This is an optimization exercise on Yosys and OpenROAD, whose aim is small area, not a production implementation. RTL that was checked went through simulation tests only; none was proved equivalent to the original.

Setup of before:
==> flow/design.v (excerpt) <==
module wblsm_core (
    input  wire        clk,
    input  wire        rst,
    input  wire [31:0] prog_len,
    output wire [31:0] prog_addr,
    input  wire [31:0] prog_data,
    output wire [1:0]  status,
    output wire [2:0]  cause,
    output wire [31:0] result,
    output wire [4:0]  depth
);
    reg [4:0] ph;
    reg       init;
    reg       zA;            
    reg [1:0] status_q;
    reg [2:0] cause_q;
    reg [4:0] sp;
    reg [3:0] fp;
    reg [1:0] stage;
    reg [4:0] cur;           
    reg [4:0] nx;
    reg       eqT, eqR;
    reg [3:0] bt;            
    reg       c_q, ic_q;
    reg       dirty;
    reg [31:0] D, Q, IP, R, B;
    reg        Rs;
    reg [32*14-1:0] L;       
    reg [32*8-1:0]  F;       
    reg [32*16-1:0] M;       
    reg [5:0]       A;       
    wire ph0 = (ph == 5'd0);
    wire ph1 = (ph == 5'd1);
    wire ph31 = (ph == 5'd31);
    wire halted = (status_q != 2'd0);
    wire run = ~init & ~halted;
    wire D0 = D[0];
    wire Q0 = Q[0];
    wire IP0 = IP[0];
    wire R0 = R[0];
    wire B0 = B[0];
    wire [13:0] Lo;
    wire [7:0]  Fo;
    wire [15:0] Mo;
    genvar g;
    generate
        for (g = 0; g < 14; g = g + 1) begin : lo
            assign Lo[g] = L[32*g];
        end
        for (g = 0; g < 8; g = g + 1) begin : fo
            assign Fo[g] = F[32*g];
        end
        for (g = 0; g < 16; g = g + 1) begin : mo
            assign Mo[g] = M[32*g];
        end
    endgenerate
    wire       V  = cur[4];
    wire [3:0] OP = cur[3:0];
    wire opLOAD  = V & (OP == 4'd0);
    wire opWRITE = V & (OP == 4'd1);
    wire opLC0   = V & (OP == 4'd2);
    wire opLC1   = V & (OP == 4'd3);
    wire opDUP   = V & (OP == 4'd4);
    wire opPOP   = V & (OP == 4'd5);
    wire opJMP   = V & (OP == 4'd6);
    wire opCALL  = V & (OP == 4'd7);
    wire opRET   = V & (OP == 4'd8);
    wire opPANIC = V & (OP == 4'd9);
    wire opADD   = V & (OP == 4'd10);
    wire opSUB   = V & (OP == 4'd11);
    wire opMUL   = V & (OP == 4'd12);
  ...
Settings: LEC_CHECK=0, CAP_MARGIN=20, CORE_MARGIN=2, CORE_UTILIZATION=70, CTS_BUF_LIST=sky130_fd_sc_hd__clkbuf_8, CTS_CLUSTER_DIAMETER=50, CTS_CLUSTER_SIZE=20, PLACE_DENSITY=0.8, SLEW_MARGIN=20; clock period 12.0 ns.
standard.sh (not shown) runs the stock make flow with config.mk's settings and CLKGATE_MAP_FILE= SYNTH_SCRIPT=/design/flow/synth_recipe.tcl, a recipe that flattens the netlist after the stock synthesis.
==> flow/flow/run.sh <==
#!/bin/bash
# The standard layout (the standard.sh, unchanged synthesis), with
# sky130_fd_sc_hd__buf_1 as the port buffers and no dummy clock loads.
set -euo pipefail
export BUFFER_PORTS_ARGS="-buffer_cell sky130_fd_sc_hd__buf_1"
export CTS_ARGS="-sink_clustering_enable -repair_clock_nets -sink_clustering_size 20 -sink_clustering_max_diameter 50 -buf_list sky130_fd_sc_hd__clkbuf_8 -dont_use_dummy_load"
bash standard.sh > standard.log 2>&1
Edits applied to the flow inputs when going from before to after:
--- a/flow/design.v
+++ b/flow/design.v
@@ -15,25 +15,25 @@
     reg [1:0] status_q;
     reg [2:0] cause_q;
     reg [4:0] sp;
     reg [3:0] fp;
     reg [1:0] stage;
     reg [4:0] cur;           
     reg [4:0] nx;
     reg       eqT, eqR;
-    reg [3:0] bt;            
     reg       c_q, ic_q;
     reg       dirty;
     reg [31:0] D, Q, IP, R, B;
     reg        Rs;
     reg [32*14-1:0] L;       
     reg [32*8-1:0]  F;       
     reg [32*16-1:0] M;       
     reg [5:0]       A;       
+    wire [3:0]      bt = A[3:0];
     wire ph0 = (ph == 5'd0);
     wire ph1 = (ph == 5'd1);
     wire ph31 = (ph == 5'd31);
     wire halted = (status_q != 2'd0);
     wire run = ~init & ~halted;
     wire D0 = D[0];
     wire Q0 = Q[0];
     wire IP0 = IP[0];
@@ -196,17 +196,16 @@
             R  <= S33[31:0];
             Rs <= S33[32];
         end else begin
             R  <= {rin, R[31:1]};
             Rs <= (wb & aMOD) ? Rs : 1'b0;
         end
         IP <= {ip_in, IP[31:1]};
         B  <= {B_in, B[31:1]};
-        if (cE | (rE & ph03)) bt <= {B0, bt[3:1]};
         c_q  <= cnext;
         ic_q <= IP0 & icu;
     end
     generate
         for (g = 0; g < 14; g = g + 1) begin : lst
             wire prev = (g == 0) ? Q0 : Lo[(g == 0) ? 0 : g - 1];
             wire next = (g == 13) ? Lo[13] : Lo[(g == 13) ? 13 : g + 1];
             wire lin = lc ? prev : lpop ? next : Lo[g];
@@ -260,16 +259,17 @@
                     stage <= spgtb ? 2'd1 : 2'd2;
                 end else begin
                     stage <= stage + 2'd1;
                 end
             end
         end
     end
     always @(posedge clk) begin
+        if (cE | (rE & ph03)) A[3:0] <= {B0, A[3:1]};
         if (fetch) begin
             if (ph1) nx <= {isop, prog_data[3:0]};
             if (ph31) A <= (nx == 5'b10001) ? Q[6:1] : D[6:1];
             else if (ph0 & dup & ~dupok) A[3:0] <= 4'hF;
             zA <= (ph0 | zA) & ((ph < 5'd6) | ~((nx == 5'b10001) ? Qin : sum));
             ge_q <= gen;
             eqT <= (ph0 | eqT) & (sum == IP0);
             eqR <= (ph0 | eqR) & (Fo[0] == IP0);
### Flow results
Sort before and after by critical path depth, ascending, and before comes first.
Synthesized instance count in after vs before: down 33
From before to after the numbers moved as follows: final core utilization comparable, number of cells traversed by the worst register-to-register path rose 2, initial standard-cell utilization of the core fell by 0.19 points, share of the clock period used by the worst path after layout -0.33 points, per-cell via count in the routed design essentially unchanged.
after against before: pin slew with the least headroom to its limit decreased by 190 ps relative to the old numbers, netlist area before placement decreased by 0.89% relative to the old numbers, final worst setup slack increased by 40 ps relative to the old numbers.

---

Setup of the previous run:
The RTL this note starts from:
==> flow/design.v <==
module wblsm_core (
    input  wire        clk,
    input  wire        rst,
    input  wire [31:0] prog_len,
    output wire [31:0] prog_addr,
    input  wire [31:0] prog_data,
    output wire [1:0]  status,
    output wire [2:0]  cause,
    output wire [31:0] result,
    output wire [4:0]  depth
);
    reg [4:0] ph;
    reg       init;
    reg       zA;            
    reg       halted;        
    reg [4:0] sp;
    reg [3:0] fp;
    reg [1:0] stage;
    reg [4:0] cur;           
    reg [4:0] nx;
    reg       eqT, eqR;
    reg       c_q, ic_q;
    reg       dirty;
    reg [31:0] D, Q, IP, R, B;
    reg        Rs;
    reg [32*14-1:0] L;       
    reg [32*8-1:0]  F;       
    reg [32*16-1:0] M;       
    reg [5:0]       A;       
    wire [3:0]      bt = A[3:0];
    wire ph0 = (ph == 5'd0);
    wire ph1 = (ph == 5'd1);
    wire ph31 = (ph == 5'd31);
    wire run = ~init & ~halted;
    wire D0 = D[0];
    wire Q0 = Q[0];
    wire IP0 = IP[0];
    wire R0 = R[0];
    wire B0 = B[0];
    wire [13:0] Lo;
    wire [7:0]  Fo;
    wire [15:0] Mo;
    genvar g;
    generate
        for (g = 0; g < 14; g = g + 1) begin : lo
            assign Lo[g] = L[32*g];
        end
        for (g = 0; g < 8; g = g + 1) begin : fo
            assign Fo[g] = F[32*g];
        end
        for (g = 0; g < 16; g = g + 1) begin : mo
            assign Mo[g] = M[32*g];
        end
    endgenerate
    wire       V  = cur[4];
    wire [3:0] OP = cur[3:0];
    wire opLOAD  = V & (OP == 4'd0);
    wire opWRITE = V & (OP == 4'd1);
    wire opLC0   = V & (OP == 4'd2);
    wire opLC1   = V & (OP == 4'd3);
    wire opDUP   = V & (OP == 4'd4);
    wire opPOP   = V & (OP == 4'd5);
    wire opJMP   = V & (OP == 4'd6);
    wire opCALL  = V & (OP == 4'd7);
    wire opRET   = V & (OP == 4'd8);
    wire opPANIC = V & (OP == 4'd9);
    wire opADD   = V & (OP == 4'd10);
    wire opSUB   = V & (OP == 4'd11);
    wire opMUL   = V & (OP == 4'd12);
    wire opDIV   = V & (OP == 4'd13);
    wire opMOD   = V & (OP == 4'd14);
    wire isEND   = V & (OP == 4'd15);
    wire s0 = (stage == 2'd0);
    wire s1 = (stage == 2'd1);
    wire s2 = (stage == 2'd2);
    wire has1 = (sp != 5'd0);
    wire has2 = (sp[4:1] != 4'd0);
    wire sp1  = (sp == 5'd1);
    wire aLOAD  = opLOAD  & (~s0 | has1);
    wire aWRITE = opWRITE & (~s0 | has2);
    wire aLC    = opLC0 | opLC1;
    wire aDUP   = opDUP   & (~s0 | has1);
    wire aPOP   = opPOP   & has1;
    wire aJMP   = opJMP   & (~s0 | has1);
    wire aCALL  = opCALL  & (~s0 | has1);
    wire aRET   = opRET   & (~s0 | (fp != 4'd0));
    wire aADD   = opADD   & has2;
    wire aSUB   = opSUB   & has2;
    wire aMUL   = opMUL   & (~s0 | has2);
    wire aDIV   = opDIV   & (~s0 | has2);
    wire aMOD   = opMOD   & (~s0 | has2);
    wire aMD    = aMUL | aDIV | aMOD;
    wire isdiv  = aDIV | aMOD;
    wire [4:0] spn = s1 ? sp - 5'd1 : sp;
    wire spgtb = (spn > {1'b0, bt});
    wire iter  = s0 & aMD & ~dirty;
    wire clrp  = s0 & aMD & dirty;      
    wire wb    = s1 & aMD;
    wire ldP1  = s0 & aLOAD;
    wire ldP2  = s1 & aLOAD;
    wire dup   = aDUP;
    wire w1    = s0 & aWRITE;
    wire w2    = s1 & aWRITE;
    wire w3    = s2 & aWRITE;
    wire jE    = s0 & aJMP;
    wire cE    = s0 & aCALL;
    wire rE    = s0 & aRET;
    wire rPop  = s1 & aRET;
    wire ctlF  = (s1 & (aJMP | aCALL)) | (s2 & aRET);
    wire lc    = aLC;
    wire popx  = aPOP | jE | cE | rPop | w3;
    wire arith = aADD | aSUB;
    wire lpop  = popx | arith | w2 | wb;
    wire single = s0 & ~(aLOAD | aWRITE | aJMP | aCALL | aRET | aMD);
    wire fetch  = run & (single | ldP2 | wb | w3 | ctlF);
    wire Ale60  = (A <= 6'd60);
    wire Dzero  = zA & (A == 6'd0);
    wire fMEM = (ldP1 | w1) & ~(zA & Ale60);
    wire fSTK = lc & (sp == 5'd16);
    wire fFRM = cE & (fp == 4'd8);
    wire fDZ  = s0 & isdiv & Dzero;
    wire fault = fMEM | fSTK | fFRM | fDZ;
    wire haltnow = run & ph0 & s0 & (isEND | opPANIC | fault);
    wire dshift = ~halted & ~haltnow & ~(iter | (w1 & early));
    wire selQ = (popx & ~sp1) | arith | (wb & aDIV);
    wire selT = ldP2;
    wire rtap = R[{A[1:0], 3'b000}];
    wire selR = wb & ~aDIV;
    wire enB  = ~(init | lc | popx | ldP2 | dup | wb) | (wb & aMOD & Rs);
    wire sub  = aSUB;
    wire cin0 = aSUB | (lc & opLC1);
    wire sA = (selQ & Q0) | (selR & R0) | (selT & rtap) | (dup & dupbit & (~ph0 | dupok));
    wire sB = (D0 & enB) ^ sub;
    wire cu = ph0 ? cin0 : c_q;
    wire sum = sA ^ sB ^ cu;
    wire cnext = (sA & sB) | (sA & cu) | (sB & cu);
    wire        dv   = opDIV | opMOD;
    wire        bq   = Q[31];
    wire        abit = dv & bq;
    wire        m    = dv | bq;
    wire        dsub = dv & (ph0 | ~Rs);
    wire [32:0] Xop  = {R, abit};
    wire [32:0] Yop  = {dsub, (D | {32{dsub}}) & ~({32{dsub}} & D) & ({32{m}} | {32{dsub}})};
    wire [20:0] cc;
    wire [33:20] c0, c1;
    assign cc[0] = dsub;
    assign c0[20] = 1'b0;
    assign c1[20] = 1'b1;
    generate
        for (g = 0; g < 20; g = g + 1) begin : rca
            assign cc[g+1] = (Xop[g] & Yop[g]) | (cc[g] & (Xop[g] ^ Yop[g]));
        end
        for (g = 20; g < 33; g = g + 1) begin : csa
            assign c0[g+1] = (Xop[g] & Yop[g]) | (c0[g] & (Xop[g] ^ Yop[g]));
            assign c1[g+1] = (Xop[g] & Yop[g]) | (c1[g] & (Xop[g] ^ Yop[g]));
        end
    endgenerate
    wire [32:0] S33  = Xop ^ Yop ^ {cc[20] ? c1[32:20] : c0[32:20], cc[19:0]};
    wire        qbit = ~S33[32];
    wire        early = (ph[4:3] < A[1:0]);
    wire [3:0]  midx  = A[5:2] + {3'd0, early};
    wire [15:0] msel;
    generate
        for (g = 0; g < 16; g = g + 1) begin : ms
            assign msel[g] = (midx == g);
        end
    endgenerate
    wire membit = Mo[midx];
    wire [15:0] ent = {1'b0, Lo, Q0};
    wire [4:0]  spm1 = sp - 5'd1;
    wire dupok  = zA & (A[5:4] == 2'd0) & ({1'b0, A[3:0]} < spm1);
    wire dupbit = ent[A[3:0]];
    wire icu = ph0 | ic_q;
    wire incbit = IP0 ^ icu;
    wire ip_in = init ? 1'b0 :
                 fetch ? incbit :
                 (jE | cE) ? (eqT ? IP0 : D0) :
                 rE ? (eqR ? IP0 : Fo[0]) :
                 IP0;
    reg  ge_q;
    wire plb  = prog_len[ph];
    wire geu  = ph0 | ge_q;
    wire gen  = (IP0 & ~plb) | (~(IP0 ^ plb) & geu);
    wire isop = (prog_data[31:4] == 28'd0) & (prog_data[3:0] != 4'hF);
    wire ph03 = (ph[4:2] == 3'd0);
    wire B_in = cE ? (ph03 ? spm1[ph[1:0]] : bt[0]) : rE ? B[4] : B0;
    wire Qin = lc ? D0 : lpop ? Lo[0] : Q0;
    wire rin = (ldP1 & membit) | (ldP2 & R0);
    always @(posedge clk) begin
        if (dshift) D <= {sum, D[31:1]};
        if (iter) Q <= {Q[30:0], qbit};
        else      Q <= {Qin, Q[31:1]};
        if (iter) begin
            R  <= S33[31:0];
            Rs <= S33[32];
        end else begin
            R  <= {rin, R[31:1]};
            Rs <= (wb & aMOD) ? Rs : 1'b0;
        end
        IP <= {ip_in, IP[31:1]};
        B  <= {B_in, B[31:1]};
        c_q  <= cnext;
        ic_q <= IP0 & icu;
    end
    generate
        for (g = 0; g < 14; g = g + 1) begin : lst
            wire prev = (g == 0) ? Q0 : Lo[(g == 0) ? 0 : g - 1];
            wire next = (g == 13) ? Lo[13] : Lo[(g == 13) ? 13 : g + 1];
            wire lin = lc ? prev : lpop ? next : Lo[g];
            always @(posedge clk) L[32*g +: 32] <= {lin, L[32*g+1 +: 31]};
        end
        for (g = 0; g < 8; g = g + 1) begin : fst
            wire prev = (g == 0) ? IP0 : Fo[(g == 0) ? 0 : g - 1];
            wire next = (g == 7) ? Fo[7] : Fo[(g == 7) ? 7 : g + 1];
            wire fin = cE ? prev : rE ? next : Fo[g];
            always @(posedge clk) F[32*g +: 32] <= {fin, F[32*g+1 +: 31]};
        end
        for (g = 0; g < 16; g = g + 1) begin : mst
            wire we  = init | (w2 & msel[g]);
            wire min = we ? (D0 & ~init) : Mo[g];
            always @(posedge clk) M[32*g +: 32] <= {min, M[32*g+1 +: 31]};
        end
    endgenerate
    always @(posedge clk) begin
        if (rst) begin
            ph       <= 5'd0;
            init     <= 1'b1;
            halted   <= 1'b0;
            sp       <= 5'd0;
            fp       <= 4'd0;
            stage    <= 2'd0;
            cur      <= 5'd0;
        end else begin
            ph <= ph + 5'd1;
            if (haltnow) begin
                halted <= 1'b1;
            end
            if (init & ph31) init <= 1'b0;
            if (ph31) dirty <= run & ldP2;
            if (run & ph31) begin
                if (lc) sp <= sp + 5'd1;
                else if (lpop) sp <= sp - 5'd1;
                if (cE) fp <= fp + 4'd1;
                else if (rE) fp <= fp - 4'd1;
                if (fetch) begin
                    stage <= 2'd0;
                    cur   <= gen ? 5'b11111 : nx;
                end else if (clrp) begin
                    stage <= 2'd0;
                end else if (aRET) begin
                    stage <= spgtb ? 2'd1 : 2'd2;
                end else begin
                    stage <= stage + 2'd1;
                end
            end
        end
    end
    always @(posedge clk) begin
        if (cE | (rE & ph03)) A[3:0] <= {B0, A[3:1]};
        if (fetch) begin
            if (ph1) nx <= {isop, prog_data[3:0]};
            if (ph31) A <= (nx == 5'b10001) ? Q[6:1] : D[6:1];
            else if (ph0 & dup & ~dupok) A[3:0] <= 4'hF;
            zA <= (ph0 | zA) & ((ph < 5'd6) | ~((nx == 5'b10001) ? Qin : sum));
            ge_q <= gen;
            eqT <= (ph0 | eqT) & (sum == IP0);
            eqR <= (ph0 | eqR) & (Fo[0] == IP0);
        end
    end
    assign prog_addr = IP;
    assign status    = ~halted ? 2'd0 : isEND ? 2'd1 : opPANIC ? 2'd2 : 2'd3;
    assign cause     = ~halted ? 3'd0 : (opDIV | opMOD) ? 3'd1 : (opLOAD | opWRITE) ? 3'd2 :
                       (opLC0 | opLC1) ? 3'd3 : opCALL ? 3'd4 : 3'd0;
    assign result    = D;
    assign depth     = sp;
endmodule
clock: 12.0 ns
lec_check: 0
cap_margin: 20
core_margin: 2
core_utilization: 65
cts_buf_list: sky130_fd_sc_hd__clkbuf_8
cts_cluster_diameter: 50
cts_cluster_size: 20
place_density: 0.75
slew_margin: 20
Scripts as last shown in full above: flow/flow/run.sh
--- input diff the previous run..the current run ---
--- a/flow/design.v
+++ b/flow/design.v
@@ -12,7 +12,8 @@
     reg [4:0] ph;
     reg       init;
     reg       zA;            
-    reg       halted;        
+    reg [1:0] status_q;
+    reg [2:0] cause_q;
     reg [4:0] sp;
     reg [3:0] fp;
     reg [1:0] stage;
@@ -31,6 +32,7 @@
     wire ph0 = (ph == 5'd0);
     wire ph1 = (ph == 5'd1);
     wire ph31 = (ph == 5'd31);
+    wire halted = (status_q != 2'd0);
     wire run = ~init & ~halted;
     wire D0 = D[0];
     wire Q0 = Q[0];
@@ -225,7 +227,8 @@
         if (rst) begin
             ph       <= 5'd0;
             init     <= 1'b1;
-            halted   <= 1'b0;
+            status_q <= 2'd0;
+            cause_q  <= 3'd0;
             sp       <= 5'd0;
             fp       <= 4'd0;
             stage    <= 2'd0;
@@ -233,7 +236,12 @@
         end else begin
             ph <= ph + 5'd1;
             if (haltnow) begin
-                halted <= 1'b1;
+                if (isEND) status_q <= 2'd1;
+                else if (opPANIC) status_q <= 2'd2;
+                else begin
+                    status_q <= 2'd3;
+                    cause_q  <= fDZ ? 3'd1 : fMEM ? 3'd2 : fSTK ? 3'd3 : 3'd4;
+                end
             end
             if (init & ph31) init <= 1'b0;
             if (ph31) dirty <= run & ldP2;
@@ -268,9 +276,8 @@
         end
     end
     assign prog_addr = IP;
-    assign status    = ~halted ? 2'd0 : isEND ? 2'd1 : opPANIC ? 2'd2 : 2'd3;
-    assign cause     = ~halted ? 3'd0 : (opDIV | opMOD) ? 3'd1 : (opLOAD | opWRITE) ? 3'd2 :
-                       (opLC0 | opLC1) ? 3'd3 : opCALL ? 3'd4 : 3'd0;
+    assign status    = status_q;
+    assign cause     = cause_q;
     assign result    = D;
     assign depth     = sp;
 endmodule
Results
- The current run went all the way through synthesis, placement and routing and the layout is clean on timing, DRC and antenna.
- Compared with the previous run, in the current run half-perimeter wire length after placement shrank by 5.2%; worst setup slack moved up; cell area after synthesis went down by 0.65%.
- Critical path startpoint = ph[1]: the current run; critical path startpoint = ph[3]: the previous run
- The run showing the greater fraction of standard cell area that is sequential is the current run.
- Sort the previous run and the current run by maximum frequency desc -> top: the current run
- The worst clock skew number comes out higher for the current run vs the previous run.
Only the layout flow was run in the previous run; the RTL was not checked for function there.

[re-timing with driven ports]
Ports are ideal in the flow. The routed layouts listed here were re-timed in OpenROAD.
Step 1, drivers: a clkbuf_16 drives clk and a buf_2 each remaining input, both assumed.
Step 2 moves the port delays by t, midway between the first and last clock arrival at a register: inputs arrive t later, outputs are due t later. That takes back most of the time a late clock gives input paths.
a / b / c = ideal ports / drivers / drivers and shift; a / b = the first two.
run | t (ns) | setup WS [ns] | hold WS [ns] | worst setup path at the end | worst data-port slew with drivers (ns)
before | 0.742 | 0.463 / 0.463 / 0.463 | 0.285 / 0.285 / 0.285 | register to register | 0.07
after | 0.719 | 0.503 / 0.503 / 0.503 | 0.277 / 0.277 / 0.277 | register to register | 0.04
the previous run | 0.724 | 0.474 / 0.474 / 0.474 | 0.269 / 0.269 / 0.269 | register to register | 0.09
the current run | 0.704 | 0.597 / 0.597 / 0.597 | 0.254 / 0.254 / 0.254 | register to register | 0.04
After both steps every run listed still meets setup and hold.
